Source: an optimization exercise on an open RTL-to-GDS flow (aim: small area, a short achievable clock period and few clock cycles per item). Production flows keep margins and buffers that such runs may drop. Function was checked by simulation only, so behaviour that the tests miss may differ from the original. The clock port is modelled as an ideal driver; clocking choices that lean on that would not hold on a real chip. Power is estimated from default activity; no workload was simulated.

Setup of oak:
Design mnet_codec, start of the top module:
module mnet_codec (
    input  wire        clk,
    input  wire        rst,
    input  wire        key_wr,
    input  wire [2:0]  key_len,
    input  wire [47:0] key_data,
    input  wire        tx_hdr_valid,
    output wire        tx_hdr_ready,
    input  wire [7:0]  tx_dst,
    input  wire [7:0]  tx_src,
    input  wire [15:0] tx_type,
    input  wire [7:0]  tx_len,
    input  wire        tx_obf,
    input  wire        tx_pl_valid,
    output wire        tx_pl_ready,
    input  wire [7:0]  tx_pl_data,
    output wire        line_tx_valid,
    input  wire        line_tx_ready,
    output wire [7:0]  line_tx_data,
    input  wire        line_rx_valid,
    input  wire [7:0]  line_rx_data,
    input  wire        rx_obf,
    output wire        rx_valid,
    output wire [7:0]  rx_data,
    output wire        rx_end,
    output wire [7:0]  rx_status
);
Settings: LEC_CHECK=0, CAP_MARGIN=5, CORE_MARGIN=2, CORE_UTILIZATION=60, CTS_CLUSTER_DIAMETER=80, CTS_CLUSTER_SIZE=20, SETUP_SLACK_MARGIN=2.65, SLEW_MARGIN=5; clock period 4.5 ns.
standard.sh (not shown) runs the stock make flow with config.mk's settings and CLKGATE_MAP_FILE= SYNTH_SCRIPT=/design/flow/synth_recipe.tcl, a recipe that flattens the netlist after the stock synthesis.
==> flow/flow/run.sh <==
#!/bin/bash
# The standard layout with two changes:
#  - plain buf_1 cells as the port buffers (the standard flow picks a delay
#    buffer); ORFS's repair resizes them as needed;
#  - after CTS, the top of the clock tree is rebuilt (collapse_cts.tcl): no
#    middle level, and the leaf buffers shared among 2 root buffers on the
#    clock port. Each tool's output goes to a log of its own here.
set -euo pipefail
export BUFFER_PORTS_ARGS="-buffer_cell sky130_fd_sc_hd__buf_1"
export RESULTS=$PWD/orfs/results/$FLOW_PLATFORM/mnet_codec/base
export NROOTS=2
bash standard.sh cts > standard_cts.log 2>&1
openroad -no_init -exit flow/collapse_cts.tcl > collapse_cts.log 2>&1
touch $RESULTS/4_cts.sdc
bash standard.sh finish > standard_finish.log 2>&1
==> flow/flow/collapse_cts.tcl <==
# Rebuild the top of the clock tree after CTS:
#  1. the root buffer drives every leaf buffer directly, in place of the middle
#     level TritonCTS builds;
#  2. the leaf buffers are then split by position into NROOTS groups, each
#     driven by its own root buffer (same cell) placed in the middle of the
#     group, on the clock port, so the port feeds NROOTS cell pins and every
#     flip-flop is two buffers from the port.
# All leaf buffers stay at the same depth, so the tree stays balanced.
set results $::env(RESULTS)
set nr $::env(NROOTS)
read_db $results/4_cts.odb
set block [ord::get_db_block]
set clknet [$block findNet clk]
set roots {}
foreach it [$clknet getITerms] { lappend roots [$it getInst] }
if {[llength $roots] != 1} { error "clock port drives [llength $roots] cells" }
set root [lindex $roots 0]
set rootnet [[$root findITerm X] getNet]

# 1. collapse the middle level
set mids {}
foreach it [$rootnet getITerms] {
  if {[$it isOutputSignal]} continue
  set inst [$it getInst]
  if {[string match "sky130_fd_sc_hd__clkbuf_*" [[$inst getMaster] getName]]} { lappend mids $inst }
}
set n 0
foreach m $mids {
  set onet [[$m findITerm X] getNet]
  set loads {}
  foreach it [$onet getITerms] { if {![$it isOutputSignal]} { lappend loads $it } }
  set ok 1
  foreach it $loads {
    if {![string match "sky130_fd_sc_hd__clkbuf_*" [[[$it getInst] getMaster] getName]]} { set ok 0 }
  }
  if {!$ok} continue
  foreach it $loads { $it disconnect; $it connect $rootnet }
  [$m findITerm A] disconnect
  [$m findITerm X] disconnect
  odb::dbInst_destroy $m
  odb::dbNet_destroy $onet
  incr n
}
puts "root [$root getName]: removed $n middle clock buffers"

# 2. split the leaves among nr roots (k-means on the leaf positions)
set leaves {}
foreach it [$rootnet getITerms] {
  if {[$it isOutputSignal]} continue
  set xy [$it getAvgXY]
  lappend leaves [list $it [lindex $xy 1] [lindex $xy 2]]
}
set cnt [llength $leaves]
if {$nr > 1 && $cnt >= 2 * $nr} {
  set sorted [lsort -real -index 1 $leaves]
  set cs {}
  for {set k 0} {$k < $nr} {incr k} {
    set p [lindex $sorted [expr {int(($k + 0.5) * $cnt / $nr)}]]
    lappend cs [list [lindex $p 1] [lindex $p 2]]
  }
  for {set iter 0} {$iter < 20} {incr iter} {
    set asg {}
    foreach l $leaves {
      set best 0
      set bd 1e18
      for {set k 0} {$k < $nr} {incr k} {
        set c [lindex $cs $k]
        set d [expr {abs([lindex $l 1] - [lindex $c 0]) + abs([lindex $l 2] - [lindex $c 1])}]
        if {$d < $bd} { set bd $d; set best $k }
      }
      lappend asg $best
    }
    set ncs {}
    for {set k 0} {$k < $nr} {incr k} {
      set sx 0; set sy 0; set c 0
      foreach l $leaves a $asg {
        if {$a == $k} { set sx [expr {$sx + [lindex $l 1]}]; set sy [expr {$sy + [lindex $l 2]}]; incr c }
      }
      if {$c} { lappend ncs [list [expr {$sx / $c}] [expr {$sy / $c}]] } else { lappend ncs [lindex $cs $k] }
    }
    set cs $ncs
  }
  set master [$root getMaster]
  # each root buffer sits at the middle of its group of leaf buffers
  set rw [$master getWidth]
  set rh [$master getHeight]
  set c0 [lindex $cs 0]
  $root setLocation [expr {int([lindex $c0 0] - $rw / 2)}] [expr {int([lindex $c0 1] - $rh / 2)}]
  for {set k 1} {$k < $nr} {incr k} {
    set inst [odb::dbInst_create $block $master "clkbuf_root_$k"]
    set c [lindex $cs $k]
    $inst setLocation [expr {int([lindex $c 0] - $rw / 2)}] [expr {int([lindex $c 1] - $rh / 2)}]
    $inst setPlacementStatus PLACED
    set net [odb::dbNet_create $block "clknet_root_$k"]
    $net setSigType CLOCK
    [$inst findITerm A] connect $clknet
    [$inst findITerm X] connect $net
    foreach l $leaves a $asg {
      if {$a == $k} { set it [lindex $l 0]; $it disconnect; $it connect $net }
    }
  }
  detailed_placement
  puts "split [llength $leaves] leaf buffers among $nr root buffers"
}
write_db $results/4_cts.odb
oak reached the end of the flow, and the finished layout is clean on the timing, design-rule and antenna checks.
Testbench counts of oak, summed over its fixed seeds: cycles 27,589, items 384.
diff inputs: oak => pine
Settings: changing SLEW_MARGIN from 5 to 20; changing CAP_MARGIN from 5 to 20; setting ABC_CLOCK_PERIOD_IN_PS to 2000 for the first time; changing SETUP_SLACK_MARGIN from 2.65 to 2.6.
-- flow/flow/run.sh --
<<< oak, line 6
#    middle level, and the leaf buffers shared among 2 root buffers on the
>>> pine, line 6
#    middle level, and the leaf buffers shared among 3 root buffers on the
<<< oak, line 11
export NROOTS=2
>>> pine, line 11
export NROOTS=3
-- flow/flow/collapse_cts.tcl --
<<< oak, line 5
#     driven by its own root buffer (same cell) placed in the middle of the
#     group, on the clock port, so the port feeds NROOTS cell pins and every
#     flip-flop is two buffers from the port.
>>> pine, line 5
#     driven by its own root buffer (same cell) on the clock port, so the port
#     feeds NROOTS cell pins and every flip-flop is two buffers from the port.
<<< oak, line 84
  # each root buffer sits at the middle of its group of leaf buffers
  set rw [$master getWidth]
  set rh [$master getHeight]
  set c0 [lindex $cs 0]
  $root setLocation [expr {int([lindex $c0 0] - $rw / 2)}] [expr {int([lindex $c0 1] - $rh / 2)}]
>>> pine, line 83
  set rloc [$root getLocation]
<<< oak, line 91
    set c [lindex $cs $k]
    $inst setLocation [expr {int([lindex $c 0] - $rw / 2)}] [expr {int([lindex $c 1] - $rh / 2)}]
>>> pine, line 86
    $inst setLocation [lindex $rloc 0] [lindex $rloc 1]
Delta (pine minus oak): instance area after placement roughly the same; worst hold-check slack shows a reduction of 0.0085 ns. Looking at met1 track utilization from global routing, pine sits 0.22 points higher than oak does. Relative to oak, highest ir drop seen on vdd has decreased by about 0.37% in pine. Comparing oak with pine, the number of hold violations in the final report came out essentially unchanged. Compared with oak, in pine total stage count of the critical path closely matched the old numbers; number of antenna violations at the first check in global routing held steady; routability-driven placement congestion ratio now sits higher. Sequential share of layout area (pine over oak): decrease, 0.23 points. The clock buffer and inverter area fraction after layout on oak is in line with that on pine. pine vs oak, worst setup timing slack at the placement stage went up by 0.031 ns.
--- input diff pine..birch ---
Settings: removing ABC_CLOCK_PERIOD_IN_PS (formerly 2000); changing SLEW_MARGIN from 20 to 5; changing CAP_MARGIN from 20 to 5.
-- flow/flow/collapse_cts.tcl --
<<< pine, line 5
#     driven by its own root buffer (same cell) on the clock port, so the port
#     feeds NROOTS cell pins and every flip-flop is two buffers from the port.
>>> birch, line 5
#     driven by its own root buffer (same cell) placed in the middle of the
#     group, on the clock port, so the port feeds NROOTS cell pins and every
#     flip-flop is two buffers from the port.
<<< pine, line 83
  set rloc [$root getLocation]
>>> birch, line 84
  # each root buffer sits at the middle of its group of leaf buffers
  set rw [$master getWidth]
  set rh [$master getHeight]
  set c0 [lindex $cs 0]
  $root setLocation [expr {int([lindex $c0 0] - $rw / 2)}] [expr {int([lindex $c0 1] - $rh / 2)}]
<<< pine, line 86
    $inst setLocation [lindex $rloc 0] [lindex $rloc 1]
>>> birch, line 91
    set c [lindex $cs $k]
    $inst setLocation [expr {int([lindex $c 0] - $rw / 2)}] [expr {int([lindex $c 1] - $rh / 2)}]
--- outcome ---
- As far as first-pass GRT wire length is concerned, pine and birch perform about the same.
- Compared birch against pine; final cell count within noise.
- Power essentially unchanged between pine and birch.
- pine -> birch: internal power component flat
--- input diff birch..maple ---
Settings: swapping 2.6 for 2.55 in SETUP_SLACK_MARGIN; swapping 5 for 20 in CAP_MARGIN; swapping 5 for 20 in SLEW_MARGIN.
### Flow results
- Taking birch as the reference, in maple finished layout cell area went down 150 um2, post-DP HPWL climbed 2.1%.
- On clock latency reported for the late side of the worst-skew pair, birch tracks maple almost exactly.
- Post-cts resize count was lower in the run labelled maple.
- Between birch and maple, the average cell area after synthesis figures differ only marginally.
- maple has more setup slack than birch.
- maple vs birch on total number of nets in the final design: maple is the lower one.
- Looking at birch and maple, the total power is a wash.
- On clock tree cell share of total cell area, birch and maple are neck and neck.
- Area growth from synthesis to layout: birch and maple compared, lower one is maple

---

## job 101
Starting RTL as in the previous note.
// mnet_codec
module mnet_codec (
    input  wire        clk,
    input  wire        rst,
    input  wire        key_wr,
    input  wire [2:0]  key_len,
    input  wire [47:0] key_data,
    input  wire        tx_hdr_valid,
    output wire        tx_hdr_ready,
    input  wire [7:0]  tx_dst,
    input  wire [7:0]  tx_src,
    input  wire [15:0] tx_type,
    input  wire [7:0]  tx_len,
    input  wire        tx_obf,
    input  wire        tx_pl_valid,
    output wire        tx_pl_ready,
    input  wire [7:0]  tx_pl_data,
    output wire        line_tx_valid,
    input  wire        line_tx_ready,
    output wire [7:0]  line_tx_data,
    input  wire        line_rx_valid,
    input  wire [7:0]  line_rx_data,
    input  wire        rx_obf,
    output wire        rx_valid,
    output wire [7:0]  rx_data,
    output wire        rx_end,
    output wire [7:0]  rx_status
);
    reg [47:0] key;
    reg [3:0]  klast;
    wire key_ok = key_wr && (key_len[2] ? (key_len[1:0] != 2'd3) : (key_len[1:0] == 2'd3));
    wire key_hi = key_wr && key_len[2] && (key_len[1:0] != 2'd3);
    always @(posedge clk) begin
        if (rst)
            klast <= 4'd0;
        else if (key_ok)
            klast <= {key_len == 3'd6, key_len == 3'd5, key_len == 3'd4, key_len == 3'd3};
    end
    always @(posedge clk) begin
        if (key_ok)
            key[23:0] <= key_data[23:0];
        if (key_hi)
            key[47:24] <= key_data[47:24];
    end
    mnet_tx u_tx (
        .clk       (clk),
        .rst       (rst),
        .key       (key),
        .klast     (klast),
        .hdr_valid (tx_hdr_valid),
        .hdr_ready (tx_hdr_ready),
        .hdr_dst   (tx_dst),
        .hdr_src   (tx_src),
        .hdr_type  (tx_type),
  ...
export LEC_CHECK = 0
export CAP_MARGIN = 5
export CORE_MARGIN = 2
export CORE_UTILIZATION = 60
export CTS_CLUSTER_DIAMETER = 80
export CTS_CLUSTER_SIZE = 20
export SETUP_SLACK_MARGIN = 2.6
export SLEW_MARGIN = 5
export TNS_END_PERCENT = 30
create_clock -name core_clock -period 4.5 [get_ports {clk}]
==> flow/flow/run.sh <==
#!/bin/bash
# The standard layout with two changes:
#  - plain buf_1 cells as the port buffers (the standard flow picks a delay
#    buffer); ORFS's repair resizes them as needed;
#  - after CTS, the clock tree's middle level is removed, so the root buffer
#    drives the leaf buffers directly (collapse_cts.tcl).
set -euo pipefail
export BUFFER_PORTS_ARGS="-buffer_cell sky130_fd_sc_hd__buf_1"
export RESULTS=$PWD/orfs/results/$FLOW_PLATFORM/mnet_codec/base
bash standard.sh cts > standard_cts.log 2>&1
openroad -no_init -exit flow/collapse_cts.tcl > collapse_cts.log 2>&1
touch $RESULTS/4_cts.sdc
bash standard.sh finish > standard_finish.log 2>&1
==> flow/flow/collapse_cts.tcl <==
# Make the clock tree two levels deep: the root buffer drives every leaf
# buffer directly, in place of the middle level TritonCTS builds. All leaf
# buffers stay at the same depth, so the tree stays balanced.
set results $::env(RESULTS)
read_db $results/4_cts.odb
set block [ord::get_db_block]
set clknet [$block findNet clk]
set roots {}
foreach it [$clknet getITerms] { lappend roots [$it getInst] }
if {[llength $roots] != 1} { error "clock port drives [llength $roots] cells" }
set root [lindex $roots 0]
set rootnet [[$root findITerm X] getNet]
set mids {}
foreach it [$rootnet getITerms] {
  if {[$it isOutputSignal]} continue
  set inst [$it getInst]
  if {[string match "sky130_fd_sc_hd__clkbuf_*" [[$inst getMaster] getName]]} { lappend mids $inst }
}
set n 0
foreach m $mids {
  set onet [[$m findITerm X] getNet]
  set loads {}
  foreach it [$onet getITerms] { if {![$it isOutputSignal]} { lappend loads $it } }
  set ok 1
  foreach it $loads {
    if {![string match "sky130_fd_sc_hd__clkbuf_*" [[[$it getInst] getMaster] getName]]} { set ok 0 }
  }
  if {!$ok} continue
  foreach it $loads { $it disconnect; $it connect $rootnet }
  [$m findITerm A] disconnect
  [$m findITerm X] disconnect
  odb::dbInst_destroy $m
  odb::dbNet_destroy $onet
  incr n
}
puts "root [$root getName]: removed $n middle clock buffers"
write_db $results/4_cts.odb
Job 101: done, clean on timing, DRC and antenna
Testbench counts of job 101, summed over its fixed seeds: cycles 27,589, items 384.
Here is what was changed in the inputs of job 102 compared with job 101.
# job 101
export LEC_CHECK = 0
export CAP_MARGIN = 5
export CORE_MARGIN = 2
export CORE_UTILIZATION = 60
export CTS_CLUSTER_DIAMETER = 80
export CTS_CLUSTER_SIZE = 20
export SETUP_SLACK_MARGIN = 2.6
export SLEW_MARGIN = 5
export TNS_END_PERCENT = 30
create_clock -name core_clock -period 4.5 [get_ports {clk}]
# job 102
export LEC_CHECK = 0
export CAP_MARGIN = 20
export CORE_MARGIN = 2
export CORE_UTILIZATION = 60
export CTS_CLUSTER_DIAMETER = 80
export CTS_CLUSTER_SIZE = 20
export GPL_TIMING_DRIVEN = 0
export SETUP_SLACK_MARGIN = 2.6
export SLEW_MARGIN = 20
create_clock -name core_clock -period 4.5 [get_ports {clk}]
Results
Job 102 against job 101; total net switching power is up by a few percent. Total power draw is higher on job 102. Between job 102 and job 101, it is job 102 whose aggregate global-route resource usage is higher, by 1.9 points. Compared to job 101, job 102 shows a wider setup margin. Worst hold slack (job 102 over job 101): decrease, 0.012 ns. The relative contribution of the clock network to total power reported for job 102 is greater than that of job 101 by 0.2 points. [job 102 vs job 101] total wire length after detailed routing: higher in job 102. Signed area change from the synthesized netlist to the final layout is lower on job 101. Looking at final instance count without filler cells across job 101 and job 102, the one that comes out lower is job 101. In the reports for job 101 and job 102, the smaller met2 track utilization from global routing belongs to job 101.
Input-level comparison between job 103 and job 102:
# job 102
export LEC_CHECK = 0
export CAP_MARGIN = 20
export CORE_MARGIN = 2
export CORE_UTILIZATION = 60
export CTS_CLUSTER_DIAMETER = 80
export CTS_CLUSTER_SIZE = 20
export GPL_TIMING_DRIVEN = 0
export SETUP_SLACK_MARGIN = 2.6
export SLEW_MARGIN = 20
create_clock -name core_clock -period 4.5 [get_ports {clk}]
# job 103
export LEC_CHECK = 0
export CAP_MARGIN = 5
export CORE_MARGIN = 2
export CORE_UTILIZATION = 60
export CTS_CLUSTER_DIAMETER = 60
export CTS_CLUSTER_SIZE = 15
export SETUP_SLACK_MARGIN = 2.6
export SLEW_MARGIN = 5
create_clock -name core_clock -period 4.5 [get_ports {clk}]
==> comparison <==
The worst setup slack number comes out lower for job 103 vs job 102.
Critical path launch point = u_tx.pl_rdy: job 103; critical path launch point = u_rx.st_bad: job 102
On area used by sequential logic in the layout, job 102 and job 103 are neck and neck.
In job 103, the combinational fraction of design power came out 1.2 points below the value in job 102.
#### Input delta (job 104 over job 103)
# job 103
export LEC_CHECK = 0
export CAP_MARGIN = 5
export CORE_MARGIN = 2
export CORE_UTILIZATION = 60
export CTS_CLUSTER_DIAMETER = 60
export CTS_CLUSTER_SIZE = 15
export SETUP_SLACK_MARGIN = 2.6
export SLEW_MARGIN = 5
create_clock -name core_clock -period 4.5 [get_ports {clk}]
# job 104
export LEC_CHECK = 0
export CAP_MARGIN = 5
export CORE_MARGIN = 2
export CORE_UTILIZATION = 60
export CTS_CLUSTER_DIAMETER = 80
export CTS_CLUSTER_SIZE = 20
export GPL_ROUTABILITY_DRIVEN = 0
export SETUP_SLACK_MARGIN = 2.6
export SLEW_MARGIN = 5
create_clock -name core_clock -period 4.5 [get_ports {clk}]
[summary]
- Every stage of the flow completed for job 104, and the final layout passed the timing, design-rule and antenna checks.
- Job 103 -> job 104: initial core utilization delta 0, exact match
- Taking job 103 as the reference point, the minimum clock period after layout of job 104 falls by 0.028 ns.
- Job 104 vs job 103 — fraction of power consumed by the clock network dropped 3.8 points.
- The core of job 104 is less densely filled than that of job 103.
- Total power after layout delta for job 104 relative to job 103: about 5.4% lower

static timing again, ports no longer ideal:
The results above use ideal ports. As a check the final layouts listed here were re-extracted and re-timed, cells and wires unchanged. Step 1 (the two cells are an assumption about what drives the block):
set clk [get_ports {clk}]
set_driving_cell -lib_cell sky130_fd_sc_hd__clkbuf_16 $clk
set_driving_cell -lib_cell sky130_fd_sc_hd__buf_2 [delete_from_list [all_inputs] $clk]
Step 2 adds t to the input delays and takes it off the output delays; t is the mean of the earliest and latest rising clock arrival at the registers after step 1. Input paths then give back, and output paths get back, about the clock's delay inside the block. Slacks: no drivers / after step 1 / after step 2; pairs: no drivers / after step 1.
| run | shift t [ns] | setup slack, ns | hold WS [ns] | worst setup path at the end | worst data-port slew with drivers (ns) |
|---|---|---|---|---|---|
| oak | 0.395 | 2.672 / 2.695 / 2.314 | 0.463 / 0.463 / 0.463 | input to register | 0.06 |
| pine | 0.374 | 2.615 / 2.659 / 2.284 | 0.455 / 0.455 / 0.455 | input to register | 0.06 |
| birch | 0.381 | 2.590 / 2.627 / 2.246 | 0.454 / 0.454 / 0.454 | input to register | 0.06 |
| maple | 0.386 | 2.607 / 2.596 / 2.277 | 0.457 / 0.457 / 0.457 | input to register | 0.07 |
| job 101 | 0.460 | 2.543 / 2.498 / 2.171 | 0.456 / 0.456 / 0.456 | input to register | 0.07 |
| job 102 | 0.466 | 2.637 / 2.594 / 2.195 | 0.445 / 0.445 / 0.445 | input to register | 0.05 |
| job 103 | 0.501 | 2.633 / 2.586 / 2.200 | 0.454 / 0.454 / 0.454 | input to register | 0.06 |
| job 104 | 0.466 | 2.661 / 2.614 / 2.243 | 0.456 / 0.456 / 0.456 | input to register | 0.06 |
After both steps every run listed still meets setup and hold. The setup slack of job 102, which loses most, moves by -0.043 ns with the drivers and by -0.442 ns with both steps.
